From an optimization exercise on the open Yosys and OpenROAD flow, aimed at small area and a short achievable clock period; shortcuts taken in it are not production practice.
Only simulation tests tie the RTL to the original design; equivalence was not proved.
Power is estimated from default activity; no workload was simulated.

===== design.v =====
module mf_normalize (
    input  wire [2:0]  e_in,
    input  wire        sat_in,
    input  wire [10:0] m_in,
    output reg  [6:0]  y
);
    reg [2:0]  n;
    reg        big;
    reg [3:0]  w;
    integer    i;
    always @* begin
        n   = 3'd0;
        big = m_in[10];                  
        for (i = 4; i < 10; i = i + 1)
            if (m_in[i]) n = i - 3;
        w = 4'd0;
        for (i = 0; i < 7; i = i + 1)
            if (n == i) w = m_in[i +: 4];
        if (sat_in || big || (n > e_in))
            y = 7'h70;
        else
            y = {e_in - n, w};
    end
endmodule
module mf_adder (
    input  wire [7:0]  a,
    input  wire [7:0]  b,
    output wire [10:0] x,
    output wire [2:0]  e,
    output wire        s,
    output wire        tie
);
    wire       a_ge = (a[6:4] >= b[6:4]);
    wire       sB = a_ge ? a[7] : b[7];
    wire       sS = a_ge ? b[7] : a[7];
    wire [2:0] eB = a_ge ? a[6:4] : b[6:4];
    wire [3:0] mB = a_ge ? a[3:0] : b[3:0];
    wire [3:0] mS = a_ge ? b[3:0] : a[3:0];
    wire [2:0] d  = a_ge ? (a[6:4] - b[6:4]) : (b[6:4] - a[6:4]);
    wire [10:0] xS = {7'd0, mS} << d;
    wire        same = (a[7] == b[7]);
    wire [10:0] sum  = xS + {7'd0, mB};
    wire [11:0] t1   = {1'b0, xS} - {8'd0, mB};
    wire [3:0]  t2   = mB - xS[3:0];
    wire        bor  = t1[11];
    assign tie = !same && (t1 == 12'd0);
    assign x   = same ? sum : (bor ? {7'd0, t2} : t1[10:0]);
    assign s   = (same || bor) ? sB : sS;
    assign e   = eB;
endmodule
module mf_multiplier (
    input  wire [7:0] a,
    input  wire [7:0] b,
    output wire [7:0] p,
    output wire [2:0] e,
    output wire       sat,
    output wire       under,
    output wire       s
);
    wire [3:0] esum = {1'b0, a[6:4]} + {1'b0, b[6:4]};
    wire [3:0] eb   = esum - 4'd2;
    assign s     = a[7] ^ b[7];
    assign p     = a[3:0] * b[3:0];
    assign under = (esum < 4'd2);
    assign sat   = (esum >= 4'd9);
    assign e     = eb[2:0];
endmodule
module mf_converter (
    input  wire [7:0]  v,
    input  wire [31:0] f,
    output reg  [11:0] to_f32_hi,      
    output reg  [7:0]  exact_y,
    output reg         exact_absent,
    output reg  [7:0]  approx_y
);
    wire       vs = v[7];
    wire [2:0] ve = v[6:4];
    wire [3:0] vm = v[3:0];
    reg  [1:0] p;
    reg  [7:0] xexp;
    reg  [2:0] frac;
    always @* begin
        if (vm[3])      p = 2'd3;
        else if (vm[2]) p = 2'd2;
        else if (vm[1]) p = 2'd1;
        else            p = 2'd0;
        xexp = 8'd125 + {5'd0, ve} + {6'd0, p};
        case (p)
            2'd3:    frac = vm[2:0];
            2'd2:    frac = {vm[1:0], 1'b0};
            2'd1:    frac = {vm[0], 2'b0};
            default: frac = 3'd0;
        endcase
        if (vm == 4'd0)
            to_f32_hi = {vs, 11'd0};
        else
            to_f32_hi = {vs, xexp, frac};
    end
    wire        fs = f[31];
    wire [7:0]  fx = f[30:23];
    wire [22:0] ff = f[22:0];
    wire        xz = (fx == 8'd0);
    wire        is_zero = xz && (ff == 23'd0);
    reg neg;
    integer i;
    always @* begin
        neg = xz || (fx <= 8'd124);
        for (i = 0; i < 23; i = i + 1)
            if (ff[i] && (fx <= 8'd147 - i)) neg = 1'b1;
    end
    wire       z14 = (ff[13:0] == 14'd0);
    reg  [3:0] u;
    always @* begin
        u = 4'd0;
        for (i = 14; i < 23; i = i + 1)
            if (ff[i] && u == 4'd0) u = 23 - i;
    end
    wire       xin  = (fx >= 8'd125) && (fx <= 8'd140);
    wire [3:0] xo   = fx[3:0] - 4'd13;                  
    wire [4:0] eo1  = {1'b0, xo} - {1'b0, u};           
    wire [5:0] eo2  = {2'b0, xo} - {1'b0, u, 1'b0} + 6'd3;   
    wire [3:0] top  = {1'b1, ff[22:20]};
    reg        psat;
    reg  [6:0] pos;
    always @* begin
        psat = eo1[4] || (eo1[3:0] > 4'd6);
        if (u <= 4'd3) begin
            pos  = {eo1[2:0], top >> (2'd3 - u[1:0])};
        end else begin
            if (eo2[5]) psat = 1'b1;
            pos  = {eo2[2:0], top};
        end
        if (!xin || !z14) psat = 1'b1;
    end
    wire [6:0] pres = psat ? 7'h70 : pos;
    reg [6:0] nres;
    always @* begin
        if (xz || fx <= 8'd124) nres = 7'h00;
        else if (fx >= 8'd129)  nres = 7'h70;
        else                    nres = {3'd0, top >> (2'd3 - fx[1:0] + 2'd1)};
    end
    always @* begin
        exact_absent = !is_zero && neg;
        if (is_zero)
            exact_y = {fs, 7'd0};
        else
            exact_y = {fs, pres};
        if (is_zero)
            approx_y = {fs, 7'd0};
        else
            approx_y = {fs, neg ? nres : pres};
    end
endmodule
module minifloat_pipe (
    input  wire        clk,
    input  wire        rst,
    input  wire        in_valid,
    input  wire [4:0]  op,
    input  wire [31:0] a,
    input  wire [31:0] b,
    output wire [31:0] y,
    output reg  [1:0]  st,
    output reg         out_valid
);
    localparam ST_OK      = 2'd0;
    localparam ST_ABSENT  = 2'd1;
    localparam ST_ILLEGAL = 2'd2;
    reg [4:0]  op_q;
    reg [31:0] a_q;
    reg [7:0]  b_q;
    reg        valid_q;
    always @(posedge clk) begin
        if (rst)
            valid_q <= 1'b0;
        else
            valid_q <= in_valid;
    end
    always @(posedge clk) begin
        op_q <= op;
        a_q  <= a;
        b_q  <= b[7:0];
    end
    wire [7:0] va = a_q[7:0];
    wire [7:0] vb = b_q;
    wire [10:0] add_x;
    wire [2:0]  add_e;
    wire        add_s, add_tie;
    mf_adder u_add (
        .a  (va),
        .b  ({vb[7] ^ op_q[0], vb[6:0]}),
        .x  (add_x),
        .e  (add_e),
        .s  (add_s),
        .tie(add_tie)
    );
    wire [7:0] mul_p;
    wire [2:0] mul_e;
    wire       mul_sat, mul_under, mul_s;
    mf_multiplier u_mul (
        .a    (va),
        .b    (vb),
        .p    (mul_p),
        .e    (mul_e),
        .sat  (mul_sat),
        .under(mul_under),
        .s    (mul_s)
    );
    wire is_add  = (op_q[4:1] == 4'b0110);
    wire is_mul  = (op_q == 5'd14);
    reg  [10:0] nm;
    reg  [2:0]  ne;
    reg         nsat;
    always @* begin
        if (is_add) begin
            nm = add_x;  ne = add_e;  nsat = (add_e == 3'd7);
        end else if (is_mul) begin
            nm = {3'd0, mul_p};  ne = mul_e;  nsat = mul_sat;
        end else begin
            nm = {1'b0, a_q[9:0]};  ne = a_q[26:24];
            nsat = (a_q[31:24] >= 8'd7) || (a_q[23:10] != 14'd0);
        end
    end
    wire [6:0] norm_y;
    mf_normalize u_norm (
        .e_in  (ne),
        .sat_in(nsat),
        .m_in  (nm),
        .y     (norm_y)
    );
    wire [11:0] tof32_hi;
    wire [7:0]  xfrom_y;
    wire        xfrom_absent;
    wire [7:0]  afrom_y;
    mf_converter u_conv (
        .v           (va),
        .f           (a_q),
        .to_f32_hi   (tof32_hi),
        .exact_y     (xfrom_y),
        .exact_absent(xfrom_absent),
        .approx_y    (afrom_y)
    );
    reg [7:0]  r_d;
    reg [11:0] h_d;
    reg [1:0]  st_d;
    always @* begin
        r_d  = 8'd0;
        h_d  = 12'd0;
        st_d = ST_OK;
        case (op_q)
            5'd0:  r_d = 8'd0;
            5'd1:  r_d = 8'h21;
            5'd2:  r_d = {a_q[16], a_q[10:8], a_q[3:0]};
            5'd3:  r_d = {7'd0, va[7]};
            5'd4:  r_d = {5'd0, va[6:4]};
            5'd5:  r_d = {4'd0, va[3:0]};
            5'd6:  r_d = {7'd0, va[7]};
            5'd7:  r_d = {7'd0, ~va[7]};
            5'd8:  r_d = (va[6:0] == 7'd0) ? 8'd0 : (va[7] ? 8'hFF : 8'h01);
            5'd9:  r_d = {7'd0, (va == vb)};
            5'd10: r_d = {1'b0, norm_y};
            5'd11: r_d = va ^ 8'h80;
            5'd12, 5'd13: r_d = add_tie ? 8'h00 : {add_s, norm_y};
            5'd14: r_d = mul_under ? {mul_s, 7'd0} : {mul_s, norm_y};
            5'd15: h_d = tof32_hi;
            5'd16: begin
                if (xfrom_absent) st_d = ST_ABSENT;
                else              r_d  = xfrom_y;
            end
            5'd17: r_d = afrom_y;
            default: st_d = ST_ILLEGAL;
        endcase
    end
    reg [7:0]  r_q;
    reg [11:0] h_q;
    always @(posedge clk) begin
        if (rst)
            out_valid <= 1'b0;
        else
            out_valid <= valid_q;
    end
    always @(posedge clk) begin
        r_q <= r_d;
        h_q <= h_d;
        st  <= st_d;
    end
    assign y = {h_q, 12'd0, r_q};
endmodule

===== run.sh =====
#!/bin/bash
# synth_recipe.tcl (not shown) runs the flow's synth.tcl, then flattens the netlist and writes it again
# the make line also repeats each setting of config.mk as NAME=value (left out here)
make -C /OpenROAD-flow-scripts/flow DESIGN_CONFIG=/design/flow/config.mk WORK_HOME=/design/flow/orfs CLKGATE_MAP_FILE= SYNTH_SCRIPT=/design/flow/synth_recipe.tcl finish

===== config.mk =====
export PLATFORM = sky130hd
export DESIGN_NAME = minifloat_pipe
export DESIGN_NICKNAME = minifloat_pipe
export VERILOG_FILES = /design/flow/design.v
export SDC_FILE = /design/flow/constraint.sdc
export NUM_CORES = 4
export LEC_CHECK = 0
export CAP_MARGIN = 20
export CORE_MARGIN = 2
export CORE_UTILIZATION = 40
export SLEW_MARGIN = 20

===== constraint.sdc =====
create_clock -name core_clock -period 15.0 [get_ports {clk}]
set_input_delay 3.0000 -clock core_clock [delete_from_list [all_inputs] [get_ports {clk}]]
set_output_delay 3.0000 -clock core_clock [all_outputs]
set_load 0.01 [all_outputs]

==> run summary <==
## through the flow
stage	utilization, %	instances	setup WS [ns]	hold WS (ns)	power, W
final	48.3	1006	7.10	0.452	0.000662
after CTS	48.3	1006	7.13	0.458	0.000663
after global routing	48.3	1006	6.50	0.468	0.000706
after global placement	46.3	990	7.31	0.429	0.000453
after detailed placement	46.3	990	7.15	0.445	0.000458
after floorplan	-	785	8.83	0.414	0.000385
## power by group through the flow
stage | clock network [W] | registers, W | logic, W
3_5_place_dp | 0 | 0.000206 | 0.000251
5_1_grt | 0.000217 | 0.000204 | 0.000285
4_1_cts | 0.000207 | 0.000202 | 0.000253
3_3_place_gp | 0 | 0.000206 | 0.000246
6_report | 0.000203 | 0.000203 | 0.000256
2_1_floorplan | 0 | 0.000198 | 0.000187
## critical path, delay by kind of cell (launching register included)
| family | cells | cell delay [ns] |
|---|---|---|
| AOI/OAI and AO/OA | 14 | 4.12 |
| muxes | 1 | 0.69 |
| buffers and inverters | 3 | 0.36 |
| adders and majority gates | 3 | 1.05 |
| and+or+nand+nor | 7 | 0.92 |
| DFF | 1 | 0.67 |
## how the worst max path moves through the flow
stage / from / end / slack (ns)
final: a_q[4] / r_q[2] / 7.10
after global routing: a_q[4] / r_q[2] / 6.50
after CTS: a_q[4] / r_q[2] / 7.13
after detailed placement: a_q[4] / r_q[2] / 7.15
after global placement: a_q[4] / r_q[1] / 7.31
after floorplan: a_q[4] / r_q[1] / 8.83
## logic make-up after synthesis
logic type	share of synthesized area [%]
adders and majority gates	16.0
other	0.0621
muxes	3.98
buffers and inverters	7.66
and+or+nand+nor	23.3
DFF	22.2
xor gates and xnor gates	2.61
AOI/OAI and AO/OA	24.2
## flip-flops by register name (all words and copies together) (netlist names)
name,count
valid_q,1
out_valid,1
b_q,8
r_q,8
op_q,5
h_q,10
a_q,32
st,2
## cell usage in the layout (no fill, tap or decap), types with 7 or more instances in the layout
cell type        instances
clkdlybuf4s50_1         70
nand4_1                  7
inv_1                   51
a211oi_1                 9
dfxtp_1                 67
mux2i_1                 15
conb_1                  12
fa_1                    14
ha_1                    55
nor2_1                  76
nor4_1                  10
nand3_1                 27
nor3_1                  15
and3_1                  11
a21oi_1                 54
nand2_1                 77
clkbuf_16                9
a221oi_1                 7
o21a_1                   8
and2_1                  16
nand2b_1                 9
a21o_1                  13
nor2b_1                  9
o21ai_0                 28
xnor2_1                 13
## layout make-up
class / instances / area, sq um
clock buffer: 9 / 225
clock inverter: 7 / 65.1
fill: 1447 / 7570
inverter: 51 / 191
multi-input combinational: 613 / 4280
sequential: 67 / 1340
tap: 184 / 230
timing repair buffer: 75 / 738
## routing by layer
layer | share of wire, % | wire (um)
met5 | 0 | 0
met1 | 42 | 7800
met2 | 49 | 9030
met3 | 5.1 | 941
met4 | 4.5 | 846
==> metrics.md <==
| Metric | Value |
|---|---|
| Minimum clock period after layout | 7.90 ns |
| Internal power | 0.000406 W |
| Wirelength per Cell | 18.5 um |
| First-pass GRT wire length | 30.6 mm |
| Pleak | around 3 nW |
| Required time worst endpoint | about 15 ns |
| Setup TNS | 0 ns |
| R2R Path End | r_q[2] |
| CTS Buf Count | 9 |
| Sequential area share after synthesis | between 20% and 30% |
| M2 GR Usage | between 40% and 50% |
| Max Clk Rate | 127 MHz |
| Most used DFF post-synth | dfxtp_1 |
| Type of the worst setup path | reg -> reg |
| Initial core utilization | 41.3% |
| Pwr/cell area | 93.6 nW/um^2 |
| Switching pwr | 0.000255 W |
| Overflow after GRT | 0 |
| R2R Setup Slk | 7.10 ns |
| Comb pwr share | approximately two fifths |
| Share of cells above drive strength 1 | 5.11% |
| # clock sinks | 67 |
| EDFF count, synth | 0 |
| DIE AREA | 16100 sq um |
| Slew Viols, Final | 0 |
| Reg2Reg Depth | 28 |
| P&R area growth vs syn | 17.0% |
| FFs w/ async S/R, synth | 0% |
| CTS tree | yes |
| Count of cell types in the netlist | 78 |
| Ys Warns | 3 |
| Worst path slowest cell | a311o_1 |
| Hold Path Class | reg -> reg |
| Cell area after layout | 7070 sq um |
| Reg clk slew, reported paths | 0.06 ns |
| Worst stage delay on the critical path | 0.71 ns |
| Final Cycle Share | 52.7% |
| Core ar. | 14600 sq um |
| Syn Std Cell Area | 6040 sq um |
| Drt total wl | 18.6 mm |
| Fin. Hold Viols | 0 |
| # nets final | around 960 |
| Skew final | 0.00775 ns |
| Dominant cells by area after synthesis | dfxtp_1 (22%), ha_1 (11%), nand2_1 (4.8%) |
| IO buf count | 70 |
| DRC Markers | 0 |
| CTS Hold Bufs | 0 |
| Rel. slew slack | approximately two fifths |
| Clk root buf | clkbuf_16 |
| Io pins | 107 |
| Post-CTS Setup Repair Bufs | 0 |
| Switch share | 38.6% |
| Hpwl dp | approximately 15 mm |
| Top-count cell post-synth | nand2_1 |
| Critical Path AT | 8.16 ns |
| Busiest grt layer | met2 |
| RD Place Congestion | between 1 and 1.5 |
| Yosys top cell area share | 22.2% |
| Most frequent cells after synthesis | nand2_1 (77), nor2_1 (76), dfxtp_1 (67) |
| Clk Latency, worst-skew pair | 0.34 ns |
| M3 GR Usage | 3.54% |
| CTS H-tree lvls | 3 |
| Row count | 44 |
| Gr usage total | 23.7% |
| CP max FO | 16 |
| Die width | 127 um |
| Via count | 5909 |
| Sequential power share | 30.6% |
| # resized after CTS | 0 |
| Element type at the critical path end | flop |
| Hold path cells | 1 |
| Largest net degree at the start of global routing | 17 |
| #FFs+latches synth | between 60 and 70 |
| RSZ-0062 raised after global routing | false |
| Clock power frac | 30.7% |
| Placed Area | between 6000 and 7000 sq um |
| ANT cells | 0 |
| Area leader, netlist | dfxtp_1 |
| CTS Buffer Depth | 2 |
| Met1 usage | 28.6% |
| Peak VDD IR | 0.0000607 V |
| Outcome | finished clean |
| Iter 0 DRT Violations | 515 |
| Vias in the first global route | 6029 |
| Initial antenna violation count | 0 |
| Vias per std cell | 5.87 |
| Final setup viols | 0 |
| Reg2reg start | a_q[4] |
| Hold path startpoint | valid_q |
| WHS Endpoint | out_valid |
| ANT nets after route | 0 |
| Slew @ Worst Pin | 0.880 ns |
| CP startpoint kind | flop |
| Iteration count of the initial detailed-routing pass | 5 |
| Syn Inst Count | 774 |
| Synth Area per Inst | 7.80 sq um |
| Die Y | between 100 and 150 um |
| Max Cap Viol | 0 |

## re-timing with driven ports
In the flow no input, the clock included, has a driving cell. The finished layout below was timed again as built, in two steps. Step 1, drivers: a clkbuf_16 drives clk and a buf_2 each remaining input, both assumed. Step 2 moves the port delays by t, midway between the first and last clock arrival at a register: inputs arrive t later, outputs are due t later. That takes back most of the time a late clock gives input paths. Three values: ideal ports, drivers, drivers and shift; two values: the first two.
t (ns): 0.375
slack for setup (ns): 7.098 / 7.098 / 7.098
worst register clock-pin slew, ns: 0.06 / 0.06
After both steps this run still meets setup and hold. For this run, drivers alone change the setup slack by 0.000 ns; drivers and shift together by 0.000 ns.
